Source: an optimization exercise on an open RTL-to-GDS flow (aim: small area, a short achievable clock period and few clock cycles per item). Production flows keep margins and buffers that such runs may drop. Function was checked by simulation only, so behaviour that the tests miss may differ from the original. Power figures rest on the tool's default switching activity, not on a simulated workload.

File: flow/config.mk
export PLATFORM = sky130hd
export DESIGN_NAME = hdrs_enc
export DESIGN_NICKNAME = hdrs_enc
export VERILOG_FILES = /design/flow/design.v
export SDC_FILE = /design/flow/constraint.sdc
export NUM_CORES = 4
export LEC_CHECK = 0
export ABC_CLOCK_PERIOD_IN_PS = 4000
export CAP_MARGIN = 20
export CORE_MARGIN = 2
export CORE_UTILIZATION = 65
export PLACE_DENSITY = 0.75
export SETUP_SLACK_MARGIN = 5
export SLEW_MARGIN = 20
export TNS_END_PERCENT = 20
File: flow/constraint.sdc
create_clock -name core_clock -period 9.0 [get_ports {clk}]
set_input_delay 1.8000 -clock core_clock [delete_from_list [all_inputs] [get_ports {clk}]]
set_output_delay 1.8000 -clock core_clock [all_outputs]
set_load 0.01 [all_outputs]
File: flow/design.v
module hdrs_enc (
    input  wire        clk,
    input  wire        rst,
    input  wire        cmd_valid,
    output wire        cmd_ready,
    input  wire        cmd_op,         
    input  wire        cmd_crc_init,   
    input  wire [4:0]  cmd_nsym,
    input  wire [2:0]  cmd_t4,
    input  wire [6:0]  cmd_t8,
    input  wire        sym_valid,
    output wire        sym_ready,
    input  wire [31:0] sym_data,
    output wire        out_valid,
    input  wire        out_ready,
    output wire [7:0]  out_data,
    output wire        done,
    output wire        done_err,
    output wire [4:0]  done_count,
    output wire [6:0]  done_bytes,
    output wire [31:0] done_crc
);
    localparam OP_REF = 1'b0;
    localparam OP_ENC = 1'b1;
    localparam EP_CRC = 2'd0;    
    localparam EP_BM  = 2'd1;    
    localparam EP_FLD = 2'd2;    
    localparam C_T4  = 2'd0;
    localparam C_T8  = 2'd1;
    localparam C_T32 = 2'd2;
    localparam C_UNC = 2'd3;
    function [31:0] crc_update;
        input [31:0] st;
        input [7:0]  b;
        integer k;
        reg [31:0] c;
        begin
            c = st ^ {24'd0, b};
            for (k = 0; k < 8; k = k + 1)
                c = c[0] ? ((c >> 1) ^ 32'hEDB88320) : (c >> 1);
            crc_update = c;
        end
    endfunction
    function [8:0] carries8;
        input [7:0] g;
        input [7:0] p;
        input       cin;
        reg   [7:0] gg, pp, gn, pn;
        integer i, k;
        begin
            gg = g;
            pp = p;
            for (k = 1; k < 8; k = k * 2) begin
                gn = gg;
                pn = pp;
                for (i = k; i < 8; i = i + 1) begin
                    gn[i] = gg[i] | (pp[i] & gg[i - k]);
                    pn[i] = pp[i] & pp[i - k];
                end
                gg = gn;
                pp = pn;
            end
            carries8[0] = cin;
            for (i = 0; i < 8; i = i + 1)
                carries8[i + 1] = gg[i] | (pp[i] & cin);
        end
    endfunction
    function eq_inc25;
        input [24:0] x;
        input [24:0] y;
        reg   [24:0] t;
        integer i;
        begin
            t[0] = 1'b1;
            for (i = 1; i < 25; i = i + 1)
                t[i] = t[i - 1] & y[i - 1];
            eq_inc25 = ((x ^ y ^ t) == 25'd0);
        end
    endfunction
    function [1:0] tier_of;
        input [8:0] m;
        input [2:0] t4;
        input [6:0] t8;
        reg   [7:0] d;
        reg   [6:0] t4x;
        reg   [8:0] c4le, c4ge, c8le, c8ge;
        reg         in4, in8;
        begin
            d    = m[7:0];
            t4x  = {4'd0, t4};
            c4le = carries8({1'b0, t4x & ~d[6:0]}, {1'b0, t4x ^ ~d[6:0]}, 1'b1);
            c4ge = carries8({1'b0, t4x & d[6:0]},  {1'b0, t4x ^ d[6:0]},  1'b0);
            c8le = carries8({1'b0, t8 & ~d[6:0]},  {1'b0, t8 ^ ~d[6:0]},  1'b1);
            c8ge = carries8({1'b0, t8 & d[6:0]},   {1'b0, t8 ^ d[6:0]},   1'b0);
            in4  = d[7] ? c4ge[7] : c4le[7];
            in8  = d[7] ? c8ge[7] : c8le[7];
            if (m[8] && d == 8'd0)
                tier_of = C_UNC;
            else if (m[8] && in4)
                tier_of = C_T4;
            else if (m[8] && in8)
                tier_of = C_T8;
            else
                tier_of = C_T32;
        end
    endfunction
    reg        p_v, p_op, p_ci;
    reg [4:0]  p_n;
    reg [2:0]  p_t4;
    reg [6:0]  p_t8;
    reg [31:0] s0, s1;
    reg        s_one, s_two;      
    reg        l_v, l_op, l_ci, l_err, l_last;
    reg [4:0]  l_n, l_s, l_cnt;
    reg [2:0]  l_t4;
    reg [6:0]  l_t8;
    reg [15:0] l_bm;
    reg [40:0] ring [0:15];
    reg [1:0]  hc;                
    reg        e_v, e_op, e_err, e_lk, e_last, e_big;
    reg [1:0]  e_ph;
    reg [4:0]  e_n, e_i, e_cnt;
    reg [2:0]  e_t4;
    reg [6:0]  e_t8;
    reg [15:0] e_bm;
    reg [9:0]  e_bits;
    reg [47:0] acc;
    reg [5:0]  acnt;
    reg        ov;
    reg [5:0]  rf;                
    reg [31:0] crc;
    reg        d_v, d_err, d_fire, d_init, d_rb;
    reg [4:0]  d_cnt;
    reg [6:0]  d_bytes;
    reg [2:0]  d_left;
    wire [40:0] head  = ring[0];
    wire [31:0] hv    = head[31:0];
    wire [7:0]  hd    = head[39:32];
    wire [8:0]  dc8   = carries8(s0[7:0] & ~hv[7:0], ~(s0[7:0] ^ hv[7:0]), 1'b1);
    wire [7:0]  d8    = ~(s0[7:0] ^ hv[7:0]) ^ dc8[7:0];
    wire        b8    = ~dc8[8];
    wire [24:0] s_hi  = {s0[31], s0[31:8]};
    wire [24:0] v_hi  = {hv[31], hv[31:8]};
    wire        hi_eq = (s_hi == v_hi);
    wire        hi_p1 = eq_inc25(s_hi, v_hi);
    wire        hi_m1 = eq_inc25(v_hi, s_hi);
    wire        dh_0  = b8 ? hi_p1 : hi_eq;     
    wire        dh_m1 = b8 ? hi_eq : hi_m1;     
    wire        fit8  = d8[7] ? dh_m1 : dh_0;   
    wire        l_chg = (s0 != hv);
    reg [33:0] fld;
    reg [5:0]  fw;
    reg        room;
    always @(*) begin
        fld  = 34'd0;
        fw   = 6'd0;
        room = 1'b1;
        if (e_ph == EP_BM) begin
            fld = {e_bm, 18'd0};
            if (e_big)      begin fw = 6'd16; room = rf[3]; end
            else            begin fw = 6'd8;  room = rf[1]; end
        end else if (e_op == OP_REF) begin
            fld  = {hv, 2'b00};
            fw   = 6'd32;
            room = rf[4];
        end else begin
            case (hc)
                C_T4:  begin fld = {2'b00, hd[3:0], 28'd0}; fw = 6'd6;  room = rf[0]; end
                C_T8:  begin fld = {2'b01, hd, 24'd0};      fw = 6'd10; room = rf[2]; end
                C_T32: begin fld = {2'b10, hv};             fw = 6'd34; room = rf[5]; end
                default: begin fld = 34'd0;                 fw = 6'd0;  room = 1'b1;  end
            endcase
        end
    end
    wire       d_free   = !d_v || d_fire;
    wire       e_fld    = e_v && !e_err && (e_ph == EP_FLD);
    wire       e_can    = room && (!e_last || d_free);
    wire       l_go     = l_v && !l_err;
    wire       cand     = e_fld && (e_i == 5'd0) && l_go && (l_s == 5'd0) && (l_n >= e_n);
    wire       tog      = e_fld && (e_lk || cand);
    wire   l_step   = s_one && l_go && (tog ? e_can : !e_v);
    wire   e_fstep  = e_fld && e_can && (tog ? s_one : 1'b1);
    wire   e_bstep  = e_v && !e_err && (e_ph == EP_BM) && room;
    wire   e_app    = e_fstep || e_bstep;
    wire   e_done   = e_fstep && e_last;
    wire   e_edone  = e_v && e_err && d_free;
    wire   l_done   = l_v && (l_err ? !e_v : (l_step && l_last));
    wire   shift    = l_step || e_fstep;
    assign out_valid = ov;
    assign out_data  = acc[47:40];
    wire   out_fire  = ov && out_ready;
    wire [47:0] acc_a  = e_app ? (acc | ({fld, 14'd0} >> acnt)) : acc;
    wire [3:0]  b_sum  = {1'b0, acnt[2:0]} + {1'b0, fw[2:0]};
    wire [2:0]  a_app  = acnt[5:3] + fw[5:3] + {2'd0, b_sum[3]};
    wire [2:0]  a_end  = acnt[5:3] + fw[5:3] + {2'd0, b_sum[3]} + {2'd0, (b_sum[2:0] != 3'd0)};
    wire [5:0]  k_app  = {a_app, b_sum[2:0]};
    wire [5:0]  k_end  = {a_end, 3'd0};
    wire [5:0]  k_sel  = e_done ? k_end : e_app ? k_app : acnt;
    wire [5:0]  k_app8 = {a_app - 3'd1, b_sum[2:0]};
    wire [5:0]  k_end8 = {a_end - 3'd1, 3'd0};
    wire [5:0]  acnt8  = {acnt[5:3] - 3'd1, acnt[2:0]};
    wire [5:0]  k_sel8 = e_done ? k_end8 : e_app ? k_app8 : acnt8;
    wire [5:0]  cnt_n  = out_fire ? k_sel8 : k_sel;
    wire [9:0]  bits_n = e_bits + {4'd0, fw};
    function [5:0] room_flags;
        input [5:0] k;
        begin
            room_flags = {k <= 6'd14, k <= 6'd16, k <= 6'd32, k <= 6'd38, k <= 6'd40, k <= 6'd42};
        end
    endfunction
    wire [5:0]  rf_e0 = room_flags(k_end),  rf_e8 = room_flags(k_end8);
    wire [5:0]  rf_a0 = room_flags(k_app),  rf_a8 = room_flags(k_app8);
    wire [5:0]  rf_k0 = room_flags(acnt),   rf_k8 = room_flags(acnt8);
    wire [5:0]  rf_s0 = e_done ? rf_e0 : e_app ? rf_a0 : rf_k0;
    wire [5:0]  rf_s8 = e_done ? rf_e8 : e_app ? rf_a8 : rf_k8;
    wire [5:0]  rf_n  = out_fire ? rf_s8 : rf_s0;
    assign cmd_ready = !p_v;
    wire cmd_fire = cmd_valid && !p_v;
    wire p_take   = p_v && (!l_v || l_done);
    assign sym_ready = !s_two;
    wire sym_fire = sym_valid && !s_two;
    assign done       = d_fire;
    assign done_err   = d_err;
    assign done_count = d_cnt;
    assign done_bytes = d_bytes;
    assign done_crc   = ~crc;
    integer i;
    wire        l_act = l_go && (tog || !e_v);    
    wire [4:0]  ins_n = l_act ? l_n : e_n;
    wire [3:0]  ins   = ins_n[3:0] - 4'd1;
    wire [40:0] tail  = l_act ? {fit8, d8, s0} : head;
    always @(posedge clk) begin
        if (shift) begin
            for (i = 0; i < 15; i = i + 1)
                ring[i] <= (ins == i) ? tail : ring[i + 1];
            ring[15] <= tail;
        end
        if (shift)
            hc <= tier_of(ring[1][40:32], e_t4, e_t8);
        else
            hc <= tier_of(ring[0][40:32], e_t4, e_t8);
    end
    always @(posedge clk) begin
        if (sym_fire && (!s_one || l_step))
            s0 <= sym_data;
        else if (l_step)
            s0 <= s1;
        if (sym_fire)
            s1 <= sym_data;
    end
    always @(posedge clk) begin
        if (rst) begin
            p_v    <= 1'b0;
            s_one  <= 1'b0;
            s_two  <= 1'b0;
            l_v    <= 1'b0;
            e_v    <= 1'b0;
            e_lk   <= 1'b0;
            d_v    <= 1'b0;
            d_fire <= 1'b0;
            d_init <= 1'b0;
            acc    <= 48'd0;
            acnt   <= 6'd0;
            ov     <= 1'b0;
            rf     <= 6'b111111;
            crc    <= 32'hFFFFFFFF;
        end else begin
            if (cmd_fire) begin
                p_v  <= 1'b1;
                p_op <= cmd_op;
                p_ci <= cmd_crc_init;
                p_n  <= cmd_nsym;
                p_t4 <= cmd_t4;
                p_t8 <= cmd_t8;
            end else if (p_take) begin
                p_v <= 1'b0;
            end
            if (sym_fire && !l_step) begin
                s_one <= 1'b1;
                s_two <= s_one;
            end else if (l_step && !sym_fire) begin
                s_one <= s_two;
                s_two <= 1'b0;
            end
            if (l_step) begin
                l_s    <= l_s + 5'd1;
                l_last <= (l_s + 5'd2 == l_n);
                if (l_op == OP_ENC) begin
                    l_bm[~l_s[3:0]] <= l_chg;
                    if (l_chg)
                        l_cnt <= l_cnt + 5'd1;
                end
            end
            if (l_done || !l_v) begin
                l_v    <= p_v;
                l_op   <= p_op;
                l_ci   <= p_ci;
                l_n    <= p_n;
                l_t4   <= p_t4;
                l_t8   <= p_t8;
                l_err  <= (p_n == 5'd0) || (p_n > 5'd16);
                l_s    <= 5'd0;
                l_last <= (p_n == 5'd1);
                l_cnt  <= 5'd0;
                l_bm   <= 16'd0;
            end
            if (e_app)
                e_bits <= bits_n;
            if (e_fstep) begin
                e_i    <= e_i + 5'd1;
                e_last <= (e_i + 5'd2 == e_n);
                if (tog)
                    e_lk <= 1'b1;
            end
            if (e_bstep)
                e_ph <= EP_FLD;
            if (e_v && !e_err && e_ph == EP_CRC && acnt == 6'd0 && d_free) begin
                crc  <= 32'hFFFFFFFF;
                e_ph <= (e_op == OP_ENC) ? EP_BM : EP_FLD;
            end
            if (e_done || e_edone) begin
                e_v  <= 1'b0;
                e_lk <= 1'b0;
            end
            if (l_done) begin
                e_v    <= 1'b1;
                e_lk   <= 1'b0;
                e_op   <= l_op;
                e_err  <= l_err;
                e_n    <= l_n;
                e_big  <= (l_n > 5'd8);
                e_t4   <= l_t4;
                e_t8   <= l_t8;
                e_i    <= 5'd0;
                e_last <= (l_n == 5'd1);
                e_bits <= 10'd0;
                e_cnt  <= (l_op == OP_ENC) ? l_cnt + {4'd0, l_step && l_chg} : 5'd0;
                e_bm   <= l_bm;
                if (l_step && l_op == OP_ENC)
                    e_bm[~l_s[3:0]] <= l_chg;
                e_ph   <= l_ci ? EP_CRC : (l_op == OP_ENC) ? EP_BM : EP_FLD;
            end
            acc  <= out_fire ? {acc_a[39:0], 8'd0} : acc_a;
            acnt <= cnt_n;
            ov   <= (cnt_n[5:3] != 3'd0);
            rf   <= rf_n;
            if (out_fire)
                crc <= crc_update(crc, acc[47:40]);
            if (e_done || e_edone) begin
                d_v     <= 1'b1;
                d_init  <= !e_err;
                d_err   <= e_err;
                d_cnt   <= e_err ? 5'd0 : e_cnt;
                d_bytes <= e_err ? 7'd0 : bits_n[9:3];
                d_rb    <= !e_err && (bits_n[2:0] != 3'd0);
                d_fire  <= e_err;
            end else if (d_init) begin
                d_init  <= 1'b0;
                d_bytes <= d_bytes + {6'd0, d_rb};
                d_left  <= acnt[5:3] - {2'd0, out_fire};
                d_fire  <= (acnt[5:3] == {2'd0, out_fire});
            end else if (d_fire) begin
                d_v    <= 1'b0;
                d_fire <= 1'b0;
            end else if (out_fire && d_v) begin
                d_left <= d_left - 3'd1;
                d_fire <= (d_left == 3'd1);
            end
        end
    end
endmodule
File: flow/run.sh
#!/bin/bash
# synth_recipe.tcl (not shown) runs the flow's synth.tcl, then flattens the netlist and writes it again
# the make line also repeats each setting of config.mk as NAME=value (left out here)
make -C /OpenROAD-flow-scripts/flow DESIGN_CONFIG=/design/flow/config.mk WORK_HOME=/design/flow/orfs CLKGATE_MAP_FILE= SYNTH_SCRIPT=/design/flow/synth_recipe.tcl finish
==> results of run 1 <==
==> layout by cell type, fill, tap and decap left out, types with 87 or more instances in the layout <==
cell and n:
sky130_fd_sc_hd__nand2_1 368, sky130_fd_sc_hd__a21oi_1 496, sky130_fd_sc_hd__clkbuf_16 100, sky130_fd_sc_hd__ha_1 87, sky130_fd_sc_hd__dfxtp_1 103, sky130_fd_sc_hd__inv_1 154
sky130_fd_sc_hd__clkdlybuf4s50_1 109, sky130_fd_sc_hd__xnor2_1 106, sky130_fd_sc_hd__edfxtp_1 855, sky130_fd_sc_hd__o21ai_0 303, sky130_fd_sc_hd__nor2_1 592, sky130_fd_sc_hd__nor3_1 93
==> worst max path at each step <==
stage | from | endpoint | slack, ps | cells past startpoint
after floorplan | l_s[3] | hc[0] | 3900 | 10
after global placement | e_ph[1] | rf[1] | 4060 | 15
after detailed placement | e_ph[1] | rf[1] | 3970 | 15
after CTS | l_s[0] | ring[14][11] | 4810 | 9
after global routing | ring[0][10] | ring[4][40] | 4850 | 8
final | l_s[3] | ring[3][22] | 4980 | 8
==> report_power, final <==
part           total (W)  leakage [nW]  internal (W)  switching, W
Clock            0.00415          1.60       0.00237       0.00178
Combinational    0.00206          8.52      0.000890       0.00116
Sequential       0.00515          8.64       0.00500      0.000145
Total             0.0114          18.8       0.00827       0.00309
==> synth_stat cells, drive strengths merged, types with 8 or more instances <==
cell type  count
edfxtp       855
o211ai        20
a211oi        35
a22oi         17
clkbuf       228
inv          161
a21o          11
o2111ai        8
buf          118
xor2          45
nor2b         17
nor4          26
a31oi         23
nand4b        12
o221ai        10
nor3          98
a311oi        13
and2          25
or4            9
nor2         599
nand2b        30
a21oi        500
a221oi        15
mux2          63
o21ai        308
nand2        370
nand4         22
nand3b        19
nand3         70
mux2i         81
o21a          11
mux4          14
a22o          23
ha            90
and3          20
o31ai         18
nor3b         17
o22ai         36
or3            9
xnor2        108
dfxtp        103
==> through the flow <==
| stage | instance area [um2] | hold WS [ps] |
|---|---|---|
| after CTS | 52350 | 400.8 |
| after floorplan | 46970 | 400.3 |
| after detailed placement | 48550 | 404.5 |
| after global routing | 52600 | 417.6 |
| final | 52600 | 390.4 |
| after global placement | 48540 | 401.5 |
==> state kept, by name (all words and copies together) (netlist names), 6 cells and up <==
signal   flops
p_t8         7
rf           6
e_bits       9
ring       656
l_bm        16
d_bytes      7
l_t8         7
e_t8         7
s0          32
crc         32
s1          32
e_bm        16
acc         48
==> worst register-to-register path, stage by stage, from the launching register on <==
cell                        delay [ps]
sky130_fd_sc_hd__edfxtp_1          520
sky130_fd_sc_hd__or4_4             590
sky130_fd_sc_hd__nor4_4            290
sky130_fd_sc_hd__and3b_1           320
sky130_fd_sc_hd__a21o_4            310
sky130_fd_sc_hd__o311a_2           390
sky130_fd_sc_hd__inv_2             220
sky130_fd_sc_hd__nand2_8           370
sky130_fd_sc_hd__bufbuf_16         610
==> area by class of cell <==
| cell class | instances | area, um2 | share of cell area [%] |
|---|---|---|---|
| Clock buffer | 117 | 2565 | 4.876 |
| Clock inverter | 66 | 737.0 | 1.401 |
| Inverter | 163 | 611.8 | 1.163 |
| Multi-Input combinational cell | 2912 | 17590 | 33.44 |
| Sequential cell | 958 | 27740 | 52.73 |
| Tap cell | 950 | 1189 | 2.260 |
| Timing Repair Buffer | 213 | 2172 | 4.129 |
==> logic make-up after synthesis <==
| family | count (synthesis) |
|---|---|
| compound gates | 1123 |
| xor+xnor | 154 |
| fa+ha+maj | 94 |
| buf+inv | 509 |
| flops | 958 |
| mux | 158 |
| simple gates | 1373 |
==> repair_timing <==
item,4_1_cts,5_1_grt
pin swaps,6,1
hold endpoints to repair,0,0
buffers inserted,13,8
gates cloned,12,3
gates resized for setup,44,32
endpoints found under the setup margin,1197,1155
hold buffers,0,0
==> per-layer routing <==
| layer | vias to the layer above | track usage [%] | share of wire [%] |
|---|---|---|---|
| met5 | - | 0 | 0 |
| met4 | 0 | 12.25 | 4.0 |
| met3 | 284 | 4.191 | 7.1 |
| met2 | 1377 | 50.81 | 48 |
| met1 | 16580 | 41.38 | 41 |
| li1 | 15800 | - | - |
==> qor.log, run 1 <==
qor: status.run_status finished clean
qor: drt.postRouteWirelength 116,200 um
qor: final_layout.antenna_cells 0
qor: yosys.synth.avg_cell_area 10.74 um2
qor: yosys.synthArstFlopShare 0%
qor: yosys.synth-edff-count 855
qor: sta.final_hold_vio_count 0
qor: hold_path.whs_endpoint l_op
qor: yosys.yosysUniqueCellTypes 87
qor: global_routing.grt_first_pass_wirelength 180,800 um
qor: global_routing.grt_pass1_vias 32,590
qor: place.gp_congestion 0.9706
qor: yosys.synth-xor-area-share 2.903%
qor: worst_setup_path.reg2reg_depth 8
qor: worst_setup_path.path_max_fanout 76
qor: yosys.ys.warnings.count 2
qor: clocking.max_h_tree_level 3
qor: global_routing.grt_start_max_net_pins 133
qor: worst_setup_path.end_kind flip-flop
qor: final_layout.layout-drive-gt1-share 9.483%
qor: worst_setup_path.timing.reg2reg.setup_slack 4980 ps
qor: yosys.synth_flop_cell sky130_fd_sc_hd__edfxtp_1
qor: power_and_ir_drop.power.density_cell_area 215.8 mW/mm2
qor: hold_path.worstHoldPathCells 0
qor: drt.vias_per_cell 6.328
qor: power_and_ir_drop.peakVddDrop 0.2843 mV
qor: die.fp.dieW 272.7 um
qor: worst_setup_path.cpLargestDelayFamily simple AND/OR/NAND/NOR gates
qor: global_routing.grt.total_usage 30.69%
qor: sta.worst_pin_slew 1123 ps
qor: place.placed_cells_incl_taps 5,159
qor: sta.finalWorstPathRequiredPeriod 4018 ps
qor: worst_setup_path.critical_path_type flip-flop to flip-flop
qor: yosys.synth_top_cell_by_area sky130_fd_sc_hd__edfxtp_1
qor: job.max-cap-violations 0
qor: place.io_buffers 110
qor: sta.fmaxAchievable 0.2489 GHz
qor: die.floorplan.initialDensity 65.65%
qor: drt.drt_iter0_markers 3,921
qor: drt.dr.pass1.iters 6
qor: yosys.synthMuxAreaShare 3.919%
qor: final_layout.fin_nets 4,495
qor: global_routing.antenna_found_initial 0
qor: clocking.cts-root-to-sink-buffers 3
qor: place.pre_cts_ws 3968 ps
qor: sta.setup_tns 0 ps
qor: yosys.synth.ff_latch_count 958
qor: worst_setup_path.reg2reg_from l_s[3]
qor: drt.routedWlPerCell 21.61 um
qor: die.placeableCoreArea 0.07149 mm2
qor: yosys.top_cell_type_s_share_of_synthesized_area 54.71%
qor: final_layout.layout.cells.non_filler 5,379
qor: yosys.synth.cell_area 0.04693 mm2
qor: yosys.netlist_instances 4,369
qor: sta.final.setup.worst_slack 4982 ps
qor: die.die_h 272.7 um
qor: power_and_ir_drop.power.static_leakage 18.77 nW
qor: final_layout.final_util 73.58%
qor: sta.grt_setup_unrepaired true
qor: final_layout.fill_cells 4,892
qor: die.num_rows 98
qor: yosys.synthesis.nets 4,517
qor: global_routing.overflow 0
qor: sta.timing_max_transition_violations_final 0
qor: worst_setup_path.slowest_cell_on_crit_path sky130_fd_sc_hd__or4_4
qor: drt.route.vias.total 34,040
qor: clocking.clkLatencyLatePin 680 ps
qor: worst_setup_path.r2r-end ring[3][22]
qor: die.boundaryPins 111
qor: sta.final.period_utilization 44.64%
qor: drt.antenna_left 0
qor: yosys.synth_area_leaders sky130_fd_sc_hd__edfxtp_1, sky130_fd_sc_hd__a21oi_1, sky130_fd_sc_hd__nor2_1
qor: yosys.synth_adder_area_share 2.570%
qor: clocking.clk_root_buffer_cell sky130_fd_sc_hd__clkbuf_16
qor: hold_path.holdCritPathClass flip-flop to flip-flop
qor: sta.clock-skew-final 42.47 ps
qor: yosys.synth-seq-area-share 59.10%
qor: worst_setup_path.crit_arrival 4330 ps
qor: place.hpwl_reported_at_the_end_of_detailed_placement 71,060 um
qor: die.die_outline_area 0.07436 mm2
qor: clocking.cts.reportedPaths.clkPinSlew 60 ps
qor: power_and_ir_drop.totalPowerFinal 0.01135 W
qor: hold_path.min-delay-start p_op
qor: worst_setup_path.worst_path_largest_cell_delay 590 ps
qor: clocking.cts.sinks 958
qor: worst_setup_path.critical_path_buf_inv_count 2
qor: sta.setup_violations 0
qor: drt.drt_drc_violations_left 0
qor: worst_setup_path.critical_path.startpoint_type flip-flop
qor: clocking.cts-buffers-inserted 99
qor: worst_setup_path.cp_cell_sequence or4_4, nor4_4, and3b_1, a21o_4, o311a_2, inv_2, nand2_8, bufbuf_16
qor: yosys.synth_simple_gate_area_share 13.14%
qor: clocking.cts_tree done
qor: worst_setup_path.critPathRequiredTime 9320 ps
qor: yosys.synth_compound_gate_area_share 13.93%
qor: sta.relSlewSlack 23.63%
qor: final_layout.flow.area_growth_from_synthesis 12.09%
qor: yosys.synth_top_family_by_area compound AO/OA/AOI/OAI gates
Testbench counts, summed over its fixed seeds: cycles 14,036, symbols 9,235.
==> inputs of run 2 (changes only) <==
--- a/flow/config.mk
+++ b/flow/config.mk
@@ -6,10 +6,10 @@
 export NUM_CORES = 4
 export LEC_CHECK = 0
-export ABC_CLOCK_PERIOD_IN_PS = 4000
+export ABC_CLOCK_PERIOD_IN_PS = 4500
 export CAP_MARGIN = 20
 export CORE_MARGIN = 2
 export CORE_UTILIZATION = 65
 export PLACE_DENSITY = 0.75
-export SETUP_SLACK_MARGIN = 5
+export SETUP_SLACK_MARGIN = 4.5
 export SLEW_MARGIN = 20
 export TNS_END_PERCENT = 20
==> qor.log, run 2 <==
qor: power_and_ir_drop.power.density_cell_area 217.2 mW/mm2 [+0.65%]
qor: yosys.ys.warnings.count 2 [unchanged]
qor: sta.fmaxAchievable 0.2241 GHz [-10%]
qor: drt.vias_per_cell 6.296 [-0.52%]
qor: worst_setup_path.critical_path.startpoint_type flip-flop
qor: yosys.top_cell_type_s_share_of_synthesized_area 54.71% [unchanged]
qor: die.die_outline_area 0.07436 mm2 [unchanged]
qor: drt.drt_iter0_markers 3,475 [-11%]
qor: place.gp_congestion 0.9706 [unchanged]
qor: yosys.synth-edff-count 855 [unchanged]
qor: yosys.synth.cells.most_frequent sky130_fd_sc_hd__edfxtp_1, sky130_fd_sc_hd__nor2_1, sky130_fd_sc_hd__a21oi_1, sky130_fd_sc_hd__nand2_1, sky130_fd_sc_hd__o21ai_0
qor: clocking.cts.reportedPaths.clkPinSlew 60 ps [about the same]
qor: global_routing.grt_pass1_vias 32,150 [-1.4%]
qor: global_routing.grt_first_pass_wirelength 177,500 um [-1.8%]
qor: global_routing.antenna_found_initial 0 [unchanged]
qor: final_layout.fill_cells 4,963 [+1.5%]
qor: drt.route.vias.total 33,700 [-1.0%]
qor: yosys.synth_top_cell_by_area sky130_fd_sc_hd__edfxtp_1
qor: final_layout.final_cell_mix sky130_fd_sc_hd__edfxtp_1, sky130_fd_sc_hd__nor2_1, sky130_fd_sc_hd__a21oi_1, sky130_fd_sc_hd__nand2_1, sky130_fd_sc_hd__o21ai_0
qor: die.placeableCoreArea 0.07149 mm2 [unchanged]
qor: sta.finalWorstPathRequiredPeriod 4462 ps [+444.1 ps]
qor: power_and_ir_drop.peakVddDrop 0.2844 mV [about the same]
qor: clocking.cts_tree done
qor: yosys.synth-seq-area-share 59.10% [unchanged]
qor: sta.timing_max_transition_violations_final 0 [unchanged]
qor: hold_path.min-delay-start p_op
qor: drt.antenna_left 0 [unchanged]
qor: global_routing.overflow 0 [unchanged]
qor: clocking.cts.sinks 958 [unchanged]
qor: final_layout.fin_nets 4,469 [-0.58%]
qor: final_layout.largest_reg_flops 656 [unchanged]
qor: power_and_ir_drop.power_switching 0.003065 W [-0.70%]
qor: worst_setup_path.critPathRequiredTime 9430 ps [+110 ps]
qor: die.fp.dieW 272.7 um [unchanged]
qor: worst_setup_path.reg2reg_depth 12 [+4]
qor: worst_setup_path.crit_arrival 4890 ps [+560 ps]
qor: power_and_ir_drop.pwr-share-comb 17.9% [-0.2 points]
qor: final_layout.flow.area_growth_from_synthesis 11.00%
qor: global_routing.grt_start_max_net_pins 153 [+15%]
qor: yosys.yosysUniqueCellTypes 87 [unchanged]
qor: sta.clock-skew-final 42.23 ps [-0.2364 ps]
qor: clocking.max_h_tree_level 3 [unchanged]
qor: power_and_ir_drop.power.static_leakage 18.54 nW [-1.2%]
qor: clocking.clk_root_buffer_cell sky130_fd_sc_hd__clkbuf_16
qor: worst_setup_path.end_kind flip-flop
qor: die.die_h 272.7 um [unchanged]
qor: yosys.synth.ff_latch_count 958 [unchanged]
qor: die.boundaryPins 111 [unchanged]
qor: yosys.netlist_instances 4,369 [unchanged]
qor: yosys.synth_flop_cell sky130_fd_sc_hd__edfxtp_1
qor: drt.routedWlPerCell 20.97 um [-3.0%]
qor: place.hpwl_reported_at_the_end_of_detailed_placement 71,060 um [unchanged]
qor: sta.final_hold_vio_count 0 [unchanged]
qor: yosys.synthArstFlopShare 0% [unchanged]
qor: sta.relSlewSlack 23.64% [about the same]
qor: power_and_ir_drop.power_switching_share 27.09% [-0.10 points]
qor: yosys.synth_area_leaders sky130_fd_sc_hd__edfxtp_1, sky130_fd_sc_hd__a21oi_1, sky130_fd_sc_hd__nor2_1
qor: yosys.synth.avg_cell_area 10.74 um2 [unchanged]
qor: die.num_rows 98 [unchanged]
qor: clocking.cts-root-to-sink-buffers 3 [unchanged]
qor: yosys.synthesis.nets 4,517 [unchanged]
qor: final_layout.most_frequent_standard_cell_in_the_layout_excluding_fill_and_tap_cells sky130_fd_sc_hd__edfxtp_1
qor: worst_setup_path.timing.reg2reg.setup_slack 4540 ps [-440 ps]
qor: sta.grt_setup_unrepaired true
qor: sta.worst_pin_slew 1123 ps [-0.1649 ps]
qor: place.io_buffers 110 [unchanged]
qor: final_layout.regMostFlops ring
qor: worst_setup_path.r2r-end ring[13][32]
qor: yosys.synth.cell_area 0.04693 mm2 [unchanged]
qor: power_and_ir_drop.clockPowerShare 36.6% [about the same]
qor: drt.dr.pass1.iters 6 [unchanged]
qor: status.run_status finished clean
qor: sta.final.period_utilization 49.57% [+4.9 points]
qor: global_routing.grt.total_usage 30.03% [-0.66 points]
qor: sta.setup_tns 0 ps [unchanged]
qor: power_and_ir_drop.p_int 0.008250 W [-0.19%]
qor: worst_setup_path.reg2reg_from l_s[1]
qor: yosys.leading_cell_type_by_number_of_instances_after_synthesis sky130_fd_sc_hd__edfxtp_1
qor: power_and_ir_drop.power.sequential.fraction 45.5% [+0.2 points]
qor: hold_path.holdCritPathClass flip-flop to flip-flop
qor: die.floorplan.initialDensity 65.65% [unchanged]
qor: drt.drt_drc_violations_left 0 [unchanged]
qor: final_layout.largest_registers ring: 656 flops, acc: 48 flops
qor: hold_path.worstHoldPathCells 0 [unchanged]
qor: hold_path.whs_endpoint l_op
qor: sta.setup_violations 0 [unchanged]
qor: worst_setup_path.critical_path_type flip-flop to flip-flop
qor: final_layout.antenna_cells 0 [unchanged]
qor: job.max-cap-violations 0 [unchanged]
qor: clocking.cts-buffers-inserted 99 [unchanged]
qor: power_and_ir_drop.totalPowerFinal 0.01132 W [-0.33%]
qor: worst_setup_path.path_max_fanout 42 [-45%]
qor: final_layout.layout-drive-gt1-share 8.608% [-0.88 points]
qor: drt.postRouteWirelength 112,200 um [-3.4%]
qor: clocking.clkLatencyLatePin 680 ps [about the same]
## run 2: routing by layer
metal | global-route usage, % | vias to the layer above | wire (um)
li1 | - | 15730 | -
met1 | 40.77 | 16440 | 46700
met2 | 49.58 | 1264 | 54120
met3 | 4.138 | 267 | 7184
met4 | 11.58 | 0 | 4238
met5 | 0 | - | 0
## run 2: metrics by stage
step | utilization (%) | worst slack (ps) | instances | hold slack [ps] | instance area (um2)
final | 72.87 | 4538 | 5353 | 390.0 | 52090
after global routing | 72.87 | 4297 | 5353 | 419.1 | 52090
after CTS | 72.60 | 4353 | 5343 | 400.8 | 51900
after detailed placement | 67.92 | 3968 | 5159 | 404.5 | 48550
after global placement | 67.91 | 4060 | 5159 | 401.5 | 48540
after floorplan | - | 3901 | 4369 | 400.3 | 46970
## run 2: worst max-delay path, stage by stage, from the launching register on
cell	delay, ps
sky130_fd_sc_hd__edfxtp_1	510
sky130_fd_sc_hd__inv_1	120
sky130_fd_sc_hd__ha_1	360
sky130_fd_sc_hd__nand4b_1	190
sky130_fd_sc_hd__nor4_4	240
sky130_fd_sc_hd__and3b_1	260
sky130_fd_sc_hd__a21o_4	360
sky130_fd_sc_hd__clkbuf_8	470
sky130_fd_sc_hd__a31oi_2	400
sky130_fd_sc_hd__nor2_4	180
sky130_fd_sc_hd__buf_6	340
sky130_fd_sc_hd__buf_6	340
sky130_fd_sc_hd__mux2_2	370
## run 2: power by group through the flow
| stage | sequential (W) | combinational (W) | clock, W |
|---|---|---|---|
| after floorplan | 0.00517 | 0.00150 | 0 |
| after global placement | 0.00523 | 0.00197 | 0 |
| after detailed placement | 0.00523 | 0.00199 | 0 |
| after CTS | 0.00514 | 0.00200 | 0.00419 |
| after global routing | 0.00516 | 0.00221 | 0.00435 |
| final | 0.00515 | 0.00203 | 0.00414 |
## run 2: timing repair
item	4_1_cts	5_1_grt
hold buffers	0	0
setup endpoints to repair	232	824
resized for setup	10	22
cloned	1	1
buffers inserted	0	6
## run 2: area by class of cell
cell class / instances / area, um2 / area share, %
multi-input combinational: 2904 / 17400 / 33.39
clock buffer: 117 / 2565 / 4.924
clock inverter: 66 / 737.0 / 1.415
inverter: 163 / 611.8 / 1.175
tap: 950 / 1189 / 2.282
sequential: 958 / 27740 / 53.25
timing repair buffer: 195 / 1857 / 3.564
## run 2: kinds of logic (layout without fill, tap and decap cells)
group | after synthesis | count (layout) | share of synthesized area (%)
XOR/XNOR | 154 | 154 | 2.903
buffers and inverters | 509 | 541 | 4.426
AO/OA/AOI/OAI | 1123 | 1123 | 13.93
adder cells (fa/ha/maj) | 94 | 94 | 2.570
flip-flops | 958 | 958 | 59.10
AND/OR/NAND/NOR | 1373 | 1375 | 13.14
multiplexers | 158 | 158 | 3.919
## run 2: how the worst max path moves through the flow
stage	start	to	slack (ps)	cells after the start
floorplan	l_s[3]	hc[0]	3900	10
global placement	e_ph[1]	rf[1]	4060	15
detailed placement	e_ph[1]	rf[1]	3970	15
CTS	l_s[0]	ring[14][4]	4350	10
global route	l_s[0]	ring[13][32]	4300	12
finish	l_s[1]	ring[13][32]	4540	12
==> inputs of run 3 (changes only) <==
--- a/flow/design.v
+++ b/flow/design.v
@@ -118,5 +118,6 @@
     reg [40:0] ring [0:15];
     reg [1:0]  hc;                
-    reg        e_v, e_op, e_err, e_lk, e_last, e_big;
+    reg        e_v, e_op, e_err, e_lk, e_last, e_big, e_i0;
+    reg        l_s0, compat;          
     reg [1:0]  e_ph;
     reg [4:0]  e_n, e_i, e_cnt;
@@ -177,5 +178,5 @@
     wire       e_can    = room && (!e_last || d_free);
     wire       l_go     = l_v && !l_err;
-    wire       cand     = e_fld && (e_i == 5'd0) && l_go && (l_s == 5'd0) && (l_n >= e_n);
+    wire       cand     = e_fld && e_i0 && l_go && l_s0 && compat;
     wire       tog      = e_fld && (e_lk || cand);
     wire   l_step   = s_one && l_go && (tog ? e_can : !e_v);
@@ -191,12 +192,11 @@
     wire   out_fire  = ov && out_ready;
     wire [47:0] acc_a  = e_app ? (acc | ({fld, 14'd0} >> acnt)) : acc;
-    wire [3:0]  b_sum  = {1'b0, acnt[2:0]} + {1'b0, fw[2:0]};
-    wire [2:0]  a_app  = acnt[5:3] + fw[5:3] + {2'd0, b_sum[3]};
-    wire [2:0]  a_end  = acnt[5:3] + fw[5:3] + {2'd0, b_sum[3]} + {2'd0, (b_sum[2:0] != 3'd0)};
-    wire [5:0]  k_app  = {a_app, b_sum[2:0]};
-    wire [5:0]  k_end  = {a_end, 3'd0};
+    wire [6:0]  k_sum  = {1'b0, acnt} + {1'b0, fw};
+    wire        k_frac = (k_sum[2:0] != 3'd0);
+    wire [5:0]  k_app  = k_sum[5:0];
+    wire [5:0]  k_end  = {k_sum[5:3] + {2'd0, k_frac}, 3'd0};
     wire [5:0]  k_sel  = e_done ? k_end : e_app ? k_app : acnt;
-    wire [5:0]  k_app8 = {a_app - 3'd1, b_sum[2:0]};
-    wire [5:0]  k_end8 = {a_end - 3'd1, 3'd0};
+    wire [5:0]  k_app8 = {k_sum[5:3] - 3'd1, k_sum[2:0]};
+    wire [5:0]  k_end8 = {k_frac ? k_sum[5:3] : k_sum[5:3] - 3'd1, 3'd0};
     wire [5:0]  acnt8  = {acnt[5:3] - 3'd1, acnt[2:0]};
     wire [5:0]  k_sel8 = e_done ? k_end8 : e_app ? k_app8 : acnt8;
@@ -209,10 +209,33 @@
         end
     endfunction
-    wire [5:0]  rf_e0 = room_flags(k_end),  rf_e8 = room_flags(k_end8);
-    wire [5:0]  rf_a0 = room_flags(k_app),  rf_a8 = room_flags(k_app8);
-    wire [5:0]  rf_k0 = room_flags(acnt),   rf_k8 = room_flags(acnt8);
+    function [5:0] room_flags_end;
+        input [5:0] k;
+        begin
+            room_flags_end = {k <= 6'd8, k <= 6'd16, k <= 6'd32, k <= 6'd32, k <= 6'd40, k <= 6'd40};
+        end
+    endfunction
+    function [5:0] room_flags8;
+        input [5:0] k;
+        begin
+            room_flags8 = {k <= 6'd22, k <= 6'd24, k <= 6'd40, k <= 6'd46, k <= 6'd48, k <= 6'd50};
+        end
+    endfunction
+    function [5:0] room_flags_end8;
+        input [5:0] k;
+        begin
+            room_flags_end8 = {k <= 6'd16, k <= 6'd24, k <= 6'd40, k <= 6'd40, k <= 6'd48, k <= 6'd48};
+        end
+    endfunction
+    wire [5:0]  rf_e0 = (k_sum[6] ? 6'd0 : room_flags_end(k_sum[5:0]));
+    wire [5:0]  rf_e8 = (k_sum[6] ? 6'd0 : room_flags_end8(k_sum[5:0]));
+    wire [5:0]  rf_a0 = (k_sum[6] ? 6'd0 : room_flags(k_sum[5:0]));
+    wire [5:0]  rf_a8 = (k_sum[6] ? 6'd0 : room_flags8(k_sum[5:0]));
+    wire [5:0]  rf_k0 = room_flags(acnt),   rf_k8 = room_flags8(acnt);
     wire [5:0]  rf_s0 = e_done ? rf_e0 : e_app ? rf_a0 : rf_k0;
     wire [5:0]  rf_s8 = e_done ? rf_e8 : e_app ? rf_a8 : rf_k8;
     wire [5:0]  rf_n  = out_fire ? rf_s8 : rf_s0;
+    wire        ov_s0 = e_done ? (k_sum != 7'd0) : e_app ? (k_sum >= 7'd8)  : (acnt >= 6'd8);
+    wire        ov_s8 = e_done ? (k_sum >= 7'd9) : e_app ? (k_sum >= 7'd16) : (acnt >= 6'd16);
+    wire        ov_n  = out_fire ? ov_s8 : ov_s0;
     assign cmd_ready = !p_v;
     wire cmd_fire = cmd_valid && !p_v;
@@ -242,9 +265,7 @@
     end
     always @(posedge clk) begin
-        if (sym_fire && (!s_one || l_step))
-            s0 <= sym_data;
-        else if (l_step)
-            s0 <= s1;
-        if (sym_fire)
+        if (!s_one || l_step)
+            s0 <= s_two ? s1 : sym_data;
+        if (!s_two)
             s1 <= sym_data;
     end
@@ -284,4 +305,5 @@
             end
             if (l_step) begin
+                l_s0   <= 1'b0;
                 l_s    <= l_s + 5'd1;
                 l_last <= (l_s + 5'd2 == l_n);
@@ -301,4 +323,6 @@
                 l_err  <= (p_n == 5'd0) || (p_n > 5'd16);
                 l_s    <= 5'd0;
+                l_s0   <= 1'b1;
+                compat <= l_done ? (p_n >= l_n) : (p_n >= e_n);
                 l_last <= (p_n == 5'd1);
                 l_cnt  <= 5'd0;
@@ -308,4 +332,5 @@
                 e_bits <= bits_n;
             if (e_fstep) begin
+                e_i0   <= 1'b0;
                 e_i    <= e_i + 5'd1;
                 e_last <= (e_i + 5'd2 == e_n);
@@ -333,4 +358,5 @@
                 e_t8   <= l_t8;
                 e_i    <= 5'd0;
+                e_i0   <= 1'b1;
                 e_last <= (l_n == 5'd1);
                 e_bits <= 10'd0;
@@ -343,5 +369,5 @@
             acc  <= out_fire ? {acc_a[39:0], 8'd0} : acc_a;
             acnt <= cnt_n;
-            ov   <= (cnt_n[5:3] != 3'd0);
+            ov   <= ov_n;
             rf   <= rf_n;
             if (out_fire)
==> flow/flow/run.sh (new file) <==
#!/bin/bash
# The standard layout, with adders left to ABC as plain gates instead of mapped to
# the platform's full/half adder cells (ADDER_MAP_FILE empty). Synthesis is otherwise
# the standard one, so the registers are the standard synthesis's.
set -euo pipefail
bash standard.sh ADDER_MAP_FILE= finish > standard.log 2>&1
==> flow/standard.sh (new file) <==
#!/bin/bash
# synth_recipe.tcl (not shown) runs the flow's synth.tcl, then flattens the netlist and writes it again
# the make line also repeats each setting of config.mk as NAME=value (left out here)
make -C /OpenROAD-flow-scripts/flow DESIGN_CONFIG=/design/flow/config.mk WORK_HOME=/design/flow/orfs CLKGATE_MAP_FILE= SYNTH_SCRIPT=/design/flow/synth_recipe.tcl "${@:-finish}"
--- a/flow/config.mk
+++ b/flow/config.mk
@@ -6,10 +6,10 @@
 export NUM_CORES = 4
 export LEC_CHECK = 0
-export ABC_CLOCK_PERIOD_IN_PS = 4500
+export ABC_CLOCK_PERIOD_IN_PS = 4000
 export CAP_MARGIN = 20
 export CORE_MARGIN = 2
 export CORE_UTILIZATION = 65
 export PLACE_DENSITY = 0.75
-export SETUP_SLACK_MARGIN = 4.5
+export SETUP_SLACK_MARGIN = 5
 export SLEW_MARGIN = 20
 export TNS_END_PERCENT = 20
removed: flow/run.sh
==> qor.log, run 3 <==
qor: sta.final_hold_vio_count 0 [unchanged]
qor: final_layout.final_util 73.49% [+0.62 points]
qor: clocking.cts_hold_buf 0 [unchanged]
qor: status.run_status finished clean
qor: clocking.cts-buffers-inserted 99 [unchanged]
qor: yosys.synth-seq-area-share 60.63% [+1.5 points]
qor: global_routing.antenna_found_initial 0 [unchanged]
qor: worst_setup_path.path_max_fanout 35 [-17%]
qor: drt.drt_drc_violations_left 0 [unchanged]
qor: hold_path.holdCritPathClass flip-flop to flip-flop
qor: yosys.synth.avg_cell_area 10.73 um2 [about the same]
qor: worst_setup_path.crit_arrival 2220 ps [-2670 ps]
qor: die.die_h 268.2 um [-1.7%]
qor: worst_setup_path.critical_path_type flip-flop to output port
qor: place.hpwl_reported_at_the_end_of_detailed_placement 68,350 um [-3.8%]
qor: yosys.synth_top_cell_by_area sky130_fd_sc_hd__edfxtp_1
qor: final_layout.largest_registers ring: 656 flops, acc: 48 flops
qor: drt.routedWlPerCell 20.55 um [-2.0%]
qor: drt.postRouteWirelength 107,200 um [-4.5%]
qor: yosys.synth.cells.most_frequent sky130_fd_sc_hd__edfxtp_1, sky130_fd_sc_hd__nor2_1, sky130_fd_sc_hd__a21oi_1, sky130_fd_sc_hd__nand2_1, sky130_fd_sc_hd__o21ai_0
qor: yosys.ys.warnings.count 2 [unchanged]
qor: sta.fmaxAchievable 0.2490 GHz [+11%]
qor: final_layout.layout-drive-gt1-share 9.617% [+1.0 points]
qor: power_and_ir_drop.power.density_cell_area 194.3 mW/mm2 [-11%]
qor: final_layout.regMostFlops ring
qor: final_layout.fill_cells 4,851 [-2.3%]
qor: global_routing.grt.total_usage 29.42% [-0.62 points]
qor: drt.route.vias.total 32,320 [-4.1%]
qor: yosys.leading_cell_type_by_number_of_instances_after_synthesis sky130_fd_sc_hd__edfxtp_1
qor: clocking.cts-root-to-sink-buffers 3 [unchanged]
qor: job.max-cap-violations 0 [unchanged]
qor: worst_setup_path.startpoint s_two
qor: final_layout.layout.cells.non_filler 5,215 [-2.6%]
qor: die.boundaryPins 111 [unchanged]
qor: final_layout.fin_nets 4,256 [-4.8%]
qor: worst_setup_path.critPathRequiredTime 7200 ps [-2230 ps]
qor: yosys.netlist_instances 4,228 [-3.2%]
qor: clocking.cts.sinks 961 [+0.31%]
qor: sta.worst_pin_slew 1066 ps [-57.38 ps]
qor: worst_setup_path.end_kind output port
qor: yosys.synthArstFlopShare 0% [unchanged]
qor: yosys.synthesis.nets 4,282 [-5.2%]
qor: drt.drt_iter0_markers 3,406 [-2.0%]
qor: sta.setup_tns 0 ps [unchanged]
qor: yosys.top_cell_type_s_share_of_synthesized_area 54.67% [about the same]
qor: die.placeableCoreArea 0.06883 mm2 [-3.7%]
qor: final_layout.most_frequent_standard_cell_in_the_layout_excluding_fill_and_tap_cells sky130_fd_sc_hd__edfxtp_1
qor: die.floorplan.initialDensity 65.92% [+0.27 points]
qor: place.io_buffers 110 [unchanged]
qor: place.gp_congestion 0.9693 [-0.13%]
qor: power_and_ir_drop.peakVddDrop 0.1674 mV [-41%]
qor: die.fp.dieW 268.2 um [-1.7%]
qor: worst_setup_path.reg2reg_from hc[0]
qor: drt.dr.pass1.iters 6 [unchanged]
qor: clocking.clk_root_buffer_cell sky130_fd_sc_hd__clkbuf_16
qor: place.placed_cells_incl_taps 5,019 [-2.7%]
qor: die.die_outline_area 0.07193 mm2 [-3.3%]
qor: final_layout.area_taken_by_multi_input_logic_gates 0.01644 mm2 [-5.5%]
qor: hold_path.min-delay-start l_t8[3]
qor: yosys.synth.cell_area 0.04537 mm2 [-3.3%]
qor: worst_setup_path.critical_path.startpoint_type flip-flop
qor: clocking.clkLatencyLatePin 680 ps [about the same]
qor: sta.grt_setup_unrepaired true
qor: sta.clock-skew-final 50.26 ps [+8.035 ps]
qor: sta.setup_violations 0 [unchanged]
qor: yosys.synth_flop_cell sky130_fd_sc_hd__edfxtp_1
qor: clocking.cts_tree done
qor: drt.vias_per_cell 6.198 [-1.5%]
qor: global_routing.grt_start_max_net_pins 183 [+20%]
qor: yosys.synth-edff-count 826 [-3.4%]
qor: clocking.cts.reportedPaths.clkPinSlew 60 ps [about the same]
qor: sta.finalWorstPathRequiredPeriod 4017 ps [-444.9 ps]
qor: final_layout.antenna_cells 0 [unchanged]
qor: die.num_rows 96 [-2.0%]
qor: global_routing.grt_first_pass_wirelength 166,900 um [-6.0%]
qor: yosys.yosysUniqueCellTypes 94 [+8.0%]
qor: global_routing.overflow 0 [unchanged]
qor: yosys.synth_area_leaders sky130_fd_sc_hd__edfxtp_1, sky130_fd_sc_hd__dfxtp_1, sky130_fd_sc_hd__a21oi_1
qor: final_layout.final_cell_mix sky130_fd_sc_hd__edfxtp_1, sky130_fd_sc_hd__nor2_1, sky130_fd_sc_hd__a21oi_1, sky130_fd_sc_hd__nand2_1, sky130_fd_sc_hd__o21ai_0
qor: final_layout.register_area 0.02751 mm2 [-0.82%]
qor: power_and_ir_drop.power.static_leakage 17.76 nW [-4.2%]
qor: clocking.max_h_tree_level 3 [unchanged]
qor: yosys.synth.ff_latch_count 961 [+0.31%]
qor: sta.relSlewSlack 28.44% [+4.8 points]
qor: global_routing.grt_pass1_vias 30,370 [-5.5%]
qor: sta.timing_max_transition_violations_final 0 [unchanged]
qor: drt.antenna_left 0 [unchanged]
qor: final_layout.flow.area_growth_from_synthesis 11.48%
qor: sta.final.period_utilization 44.63% [-4.9 points]
qor: final_layout.largest_reg_flops 656 [unchanged]
## run 3: cell types whose count changed in the layout (fill, tap and decap cells not counted), moves of 17 or more
cell | previous run | this run
sky130_fd_sc_hd__maj3_1 | 0 | 24
sky130_fd_sc_hd__o21ai_0 | 304 | 321
sky130_fd_sc_hd__inv_1 | 156 | 120
sky130_fd_sc_hd__dfxtp_1 | 103 | 132
sky130_fd_sc_hd__nand3_1 | 69 | 37
sky130_fd_sc_hd__mux2_2 | 62 | 107
sky130_fd_sc_hd__edfxtp_1 | 855 | 826
sky130_fd_sc_hd__nor3_1 | 93 | 72
sky130_fd_sc_hd__nand2_1 | 368 | 404
sky130_fd_sc_hd__nor2b_1 | 16 | 34
sky130_fd_sc_hd__ha_1 | 90 | 0
sky130_fd_sc_hd__a21oi_1 | 497 | 444
## run 3: timing repair
action / in CTS / in global routing
gates resized for setup: 4 / 38
setup endpoints to repair: 479 / 821
pin swaps: 1 / 4
gates cloned: 3 / 3
buffers inserted: 0 / 7
## run 3: critical path: stages (launching register included)
cell and delay (ps):
sky130_fd_sc_hd__dfxtp_2 310, sky130_fd_sc_hd__buf_4 500, sky130_fd_sc_hd__inv_1 200, sky130_fd_sc_hd__clkdlybuf4s50_1 520
## run 3: power breakdown
group / internal (W) / total [W] / leakage [nW] / switching [W]
logic: 0.000339 / 0.000861 / 7.60 / 0.000521
registers: 0.00495 / 0.00504 / 8.65 / 0.0000914
clock network: 0.00222 / 0.00393 / 1.52 / 0.00171
## run 3: area by class of cell
type / instances / share of cell area (%)
inverters: 126 / 0.9351
multi-input cells: 2819 / 32.51
well taps: 931 / 2.303
repair buffers: 195 / 3.691
clock buffers: 130 / 5.227
flip-flops and latches: 961 / 54.39
clock inverters: 53 / 0.9425
## run 3: cell families (layout without fill, tap and decap cells)
group,after synthesis,count (layout),synth area share (%)
AND/OR/NAND/NOR,1345,1350,13.06
AO/OA/AOI/OAI,1076,1077,13.83
flip-flops,961,961,60.63
buffers and inverters,454,504,3.891
multiplexers,194,194,4.661
XOR/XNOR,173,173,3.373
adder cells (fa/ha/maj),25,25,0.5543
## run 3: final timing paths
kind / endpoint / slack [ps] / cells after the start
setup / recovery: sym_ready / 4980 / 3
hold / removal: e_t8[3] / 400 / 0
setup reg to reg: acc[9] / 5040 / 11
hold reg to reg: e_t8[3] / 400 / 0
## run 3: layer usage
metal,vias up,GRT usage [%],wire [um]
li1,15200,-,-
met1,15730,40.05,44410
met2,1157,48.10,51380
met3,237,4.288,7247
met4,0,11.60,4115
met5,-,0,0
## run 3: through the flow
step / setup WS [ps] / hold WS, ps / cell area, um2 / total power, W
3_3_place_gp: 4735 / 400.6 / 47150 / 0.005951
6_report: 4983 / 404.1 / 50580 / 0.009828
5_1_grt: 4861 / 400.4 / 50580 / 0.01012
4_1_cts: 4849 / 398.3 / 50330 / 0.009863
3_5_place_dp: 4620 / 404.5 / 47170 / 0.005966
2_1_floorplan: 4317 / 400.3 / 45440 / 0.005705
Testbench counts of run 3, summed over its fixed seeds: cycles 14,036, symbols 9,235.
==> inputs of run 4 (changes only) <==
==> flow/run.sh (new file) <==
#!/bin/bash
# synth_recipe.tcl (not shown) runs the flow's synth.tcl, then flattens the netlist and writes it again
# the make line also repeats each setting of config.mk as NAME=value (left out here)
make -C /OpenROAD-flow-scripts/flow DESIGN_CONFIG=/design/flow/config.mk WORK_HOME=/design/flow/orfs CLKGATE_MAP_FILE= SYNTH_SCRIPT=/design/flow/synth_recipe.tcl finish
removed: flow/flow/run.sh
removed: flow/standard.sh
==> qor.log, run 4 <==
qor: status.run_status finished clean
qor: yosys.synthArstFlopShare 0% [unchanged]
qor: clocking.clk_root_buffer_cell sky130_fd_sc_hd__clkbuf_16
qor: yosys.top_cell_type_s_share_of_synthesized_area 51.99% [-2.7 points]
qor: yosys.synth.ff_latch_count 961 [unchanged]
qor: sta.worst_pin_slew 1187 ps [+121.1 ps]
qor: sta.timing_max_transition_violations_final 0 [unchanged]
qor: drt.met2_wire_len 54,970 um [+7.0%]
qor: place.hpwl_reported_at_the_end_of_detailed_placement 75,350 um [+10%]
qor: yosys.synth-seq-area-share 57.65% [-3.0 points]
qor: clocking.cts-buffers-inserted 97 [-2.0%]
qor: yosys.synth.cell_area 0.04771 mm2 [+5.2%]
qor: yosys.leading_cell_type_by_number_of_instances_after_synthesis sky130_fd_sc_hd__edfxtp_1
qor: worst_setup_path.timing.reg2reg.setup_slack 5080 ps [+40 ps]
qor: final_layout.largest_reg_flops 656 [unchanged]
qor: drt.drt_drc_violations_left 0 [unchanged]
qor: clocking.cts_hold_buf 0 [unchanged]
qor: drt.routedWlPerCell 21.34 um [+3.9%]
qor: die.die_outline_area 0.07558 mm2 [+5.1%]
qor: yosys.synth-edff-count 826 [unchanged]
qor: drt.topRoutingLayerUsed met5
qor: hold_path.holdCritPathClass flip-flop to flip-flop
qor: power_and_ir_drop.power.density_cell_area 192.0 mW/mm2 [-1.2%]
qor: yosys.netlist_instances 4,485 [+6.1%]
qor: hold_path.min-delay-start l_t8[3]
qor: worst_setup_path.worst_path_largest_cell_delay 590 ps [+70 ps]
qor: clocking.cts.reportedPaths.clkPinSlew 60 ps [about the same]
qor: final_layout.area_taken_by_multi_input_logic_gates 0.01836 mm2 [+12%]
qor: yosys.synth_flop_cell sky130_fd_sc_hd__edfxtp_1
qor: final_layout.final_util 72.61% [-0.88 points]
qor: power_and_ir_drop.peakVddDrop 0.1873 mV [+12%]
qor: die.floorplan.initialDensity 65.50% [-0.42 points]
qor: global_routing.grt_start_max_net_pins 192 [+4.9%]
qor: sta.setup_violations 0 [unchanged]
qor: yosys.synth_top_cell_by_area sky130_fd_sc_hd__edfxtp_1
qor: sta.final.period_utilization 43.60% [-1.0 points]
qor: sta.fmaxAchievable 0.2548 GHz [+2.4%]
qor: sta.final_hold_vio_count 0 [unchanged]
qor: drt.antenna_left 0 [unchanged]
qor: global_routing.overflow 0 [unchanged]
qor: drt.postRouteWirelength 117,500 um [+9.6%]
qor: final_layout.register_area 0.02751 mm2 [unchanged]
qor: die.placeableCoreArea 0.07283 mm2 [+5.8%]
qor: sta.relSlewSlack 20.04% [-8.4 points]
qor: worst_setup_path.crit_arrival 4220 ps [+2000 ps]
qor: worst_setup_path.critical_path_type flip-flop to flip-flop
qor: clocking.clkLatencyLatePin 680 ps [about the same]
qor: yosys.synth.avg_cell_area 10.64 um2 [-0.87%]
qor: worst_setup_path.critPathRequiredTime 9300 ps [+2100 ps]
qor: worst_setup_path.critical_path.startpoint_type flip-flop
qor: drt.vias_per_cell 6.354 [+2.5%]
qor: clocking.max_h_tree_level 3 [unchanged]
qor: worst_setup_path.cp_cell_sequence nand4bb_4, a21o_4, nor2_4, nand2_2, o21ai_4, buf_12, buf_4, buf_12
qor: yosys.ys.warnings.count 2 [unchanged]
qor: final_layout.layout-drive-gt1-share 9.133% [-0.48 points]
qor: global_routing.grt_pass1_vias 31,470 [+3.6%]
qor: final_layout.fill_cells 5,158 [+6.3%]
qor: worst_setup_path.cpLargestDelayFamily simple AND/OR/NAND/NOR gates
qor: clocking.cts_tree done
qor: final_layout.regMostFlops ring
qor: yosys.synthesis.nets 4,638 [+8.3%]
qor: drt.drt_iter0_markers 3,935 [+16%]
qor: drt.route.vias.total 34,970 [+8.2%]
qor: drt.met3_length 7882 um [+8.8%]
qor: power_and_ir_drop.totalPowerFinal 0.01015 W [+3.3%]
qor: yosys.yosysUniqueCellTypes 107 [+14%]
qor: place.io_buffers 110 [unchanged]
qor: power_and_ir_drop.power.static_leakage 18.80 nW [+5.9%]
qor: worst_setup_path.r2r-end ring[15][37]
qor: worst_setup_path.end_kind flip-flop
qor: die.boundaryPins 111 [unchanged]
qor: die.die_h 274.9 um [+2.5%]
qor: die.num_rows 99 [+3.1%]
qor: clocking.cts.sinks 961 [unchanged]
qor: hold_path.worstHoldPathCells 0 [unchanged]
qor: worst_setup_path.crit_top_cell sky130_fd_sc_hd__buf_12
qor: yosys.synth_area_leaders sky130_fd_sc_hd__edfxtp_1, sky130_fd_sc_hd__a21oi_1, sky130_fd_sc_hd__nor2_1
qor: yosys.synth.cells.most_frequent sky130_fd_sc_hd__edfxtp_1, sky130_fd_sc_hd__nor2_1, sky130_fd_sc_hd__a21oi_1, sky130_fd_sc_hd__nand2_1, sky130_fd_sc_hd__clkbuf_1
qor: global_routing.antenna_found_initial 2 [+2]
qor: final_layout.flow.area_growth_from_synthesis 10.85%
qor: drt.dr.pass1.iters 5 [-1]
qor: final_layout.final_cell_mix sky130_fd_sc_hd__edfxtp_1, sky130_fd_sc_hd__nor2_1, sky130_fd_sc_hd__a21oi_1, sky130_fd_sc_hd__nand2_1, sky130_fd_sc_hd__inv_1
qor: worst_setup_path.reg2reg_from e_err
qor: worst_setup_path.critical_path_buf_inv_count 3 [unchanged]
qor: hold_path.whs_endpoint e_t8[3]
qor: final_layout.largest_registers ring: 656 flops, acc: 48 flops
qor: drt.met1_routed_wirelength_after_detailed_routing 50,310 um [+13%]
qor: global_routing.grt_first_pass_wirelength 181,300 um [+8.7%]
qor: sta.finalWorstPathRequiredPeriod 3924 ps [-92.90 ps]
qor: clocking.cts-root-to-sink-buffers 3 [unchanged]
qor: sta.grt_setup_unrepaired true
qor: place.gp_congestion 0.9588 [-1.1%]
qor: die.fp.dieW 274.9 um [+2.5%]
qor: final_layout.fin_nets 4,619 [+8.5%]
qor: worst_setup_path.path_max_fanout 191 [+450%]
qor: worst_setup_path.reg2reg_depth 8 [-3]
qor: final_layout.most_frequent_standard_cell_in_the_layout_excluding_fill_and_tap_cells sky130_fd_sc_hd__edfxtp_1
qor: worst_setup_path.slowest_cell_on_crit_path sky130_fd_sc_hd__edfxtp_1
qor: job.max-cap-violations 0 [unchanged]
qor: global_routing.grt.total_usage 30.70% [+1.3 points]
qor: sta.clock-skew-final 50.33 ps [+0.06270 ps]
## run 4: cell types whose count changed after synthesis, sizes merged, moves of 25 or more
cell    before  now
a211oi      36   63
a21oi      450  701
buf         54  165
clkbuf     274  180
ha           0   97
inv        123  164
maj3        25    0
mux2       108   51
nand2      409  188
nand3       38   83
nor2       590  785
o21ai      325  122
o22ai       47   22
## run 4: power by group
group | total (W) | leakage (nW) | switching [W] | internal (W)
registers | 0.00501 | 8.64 | 0.0000901 | 0.00492
logic | 0.00114 | 8.63 | 0.000696 | 0.000443
clock network | 0.00400 | 1.54 | 0.00174 | 0.00226
total | 0.0102 | 18.8 | 0.00252 | 0.00763
## run 4: how the worst max path moves through the flow
stage	startpoint	end	slack, ps	depth (start not counted)
floorplan	e_err	hc[0]	-3470	6
global placement	e_ph[0]	ring[14][22]	4330	7
detailed placement	e_ph[0]	ring[1][26]	4200	7
CTS	e_op	rf[0]	4960	12
global route	e_err	ring[4][40]	4940	7
finish	e_err	ring[15][37]	5080	8
## run 4: final cells by class
type | count | share of cell area, %
Antenna cell | 1 | 0.004732
Clock buffer | 127 | 4.945
Clock inverter | 50 | 1.006
Inverter | 165 | 1.171
Multi-Input combinational cell | 3017 | 34.71
Sequential cell | 961 | 52.02
Tap cell | 959 | 2.269
Timing Repair Buffer | 224 | 3.875
## run 4: repair_timing
item / CTS / global route
setup endpoints to repair: 703 / 618
cloned: 3 / 1
pin swaps: 3 / 2
setup buffers: 9 / 13
gates resized for setup: 5 / 14
## run 4: logic make-up (layout without fill, tap and decap cells)
| logic type | count (synthesis) | count (layout) | share of synthesized area (%) |
|---|---|---|---|
| compound gates | 1221 | 1222 | 15.52 |
| simple gates | 1412 | 1414 | 13.62 |
| buf+inv | 510 | 566 | 4.490 |
| xor+xnor | 153 | 153 | 2.824 |
| flops | 961 | 961 | 57.65 |
| fa+ha+maj | 99 | 99 | 2.628 |
| other cells | 0 | 1 | 0 |
| mux | 129 | 129 | 3.268 |
## run 4: per-layer routing
layer / GRT usage (%) / up-vias
met5: 0 / -
li1: - / 16360
met3: 4.425 / 240
met2: 48.29 / 1298
met4: 10.84 / 2
met1: 44.05 / 17080
## run 4: per-stage QoR
step | cells | hold WS [ps] | TNS, ps | worst slack, ps | instance area [um2]
detailed placement | 5300 | 405.6 | 0 | 4202 | 49420
floorplan | 4485 | 400.3 | -2150520 | -3472 | 47780
global route | 5503 | 425.8 | 0 | 4938 | 52880
global placement | 5300 | 400.6 | 0 | 4326 | 49400
CTS | 5489 | 415.9 | 0 | 4957 | 52700
finish | 5504 | 421.1 | 0 | 5076 | 52880

## port drivers added, routing unchanged
In the flow no input, the clock included, has a driving cell. The finished layouts below were timed again as built, in two steps. Step 1 assumes that a clkbuf_16 drives the clock port and a buf_2 every other input. Step 2 moves the port delays by t, midway between the first and last clock arrival at a register: inputs arrive t later, outputs are due t later. That takes back most of the time a late clock gives input paths. a / b / c = no drivers / after step 1 / after step 2; a / b = the first two.
| run | t (ns) | setup WS [ns] | worst setup path after step 2 | worst register clock-pin slew, ns | worst data-port slew with drivers (ns) |
|---|---|---|---|---|---|
| run 1 | 0.732 | 4.982 / 4.982 / 4.388 | input to register | 0.07 / 0.07 | 0.05 |
| run 2 | 0.729 | 4.538 / 4.538 / 4.184 | input to register | 0.06 / 0.06 | 0.05 |
| run 3 | 0.724 | 4.983 / 4.913 / 4.640 | input to register | 0.06 / 0.06 | 0.06 |
| run 4 | 0.726 | 5.076 / 5.076 / 4.497 | input to register | 0.07 / 0.07 | 0.11 |
After both steps setup and hold are still met in every run listed. For run 1, which loses most, drivers alone change the setup slack by 0.000 ns; drivers and shift together by -0.594 ns.
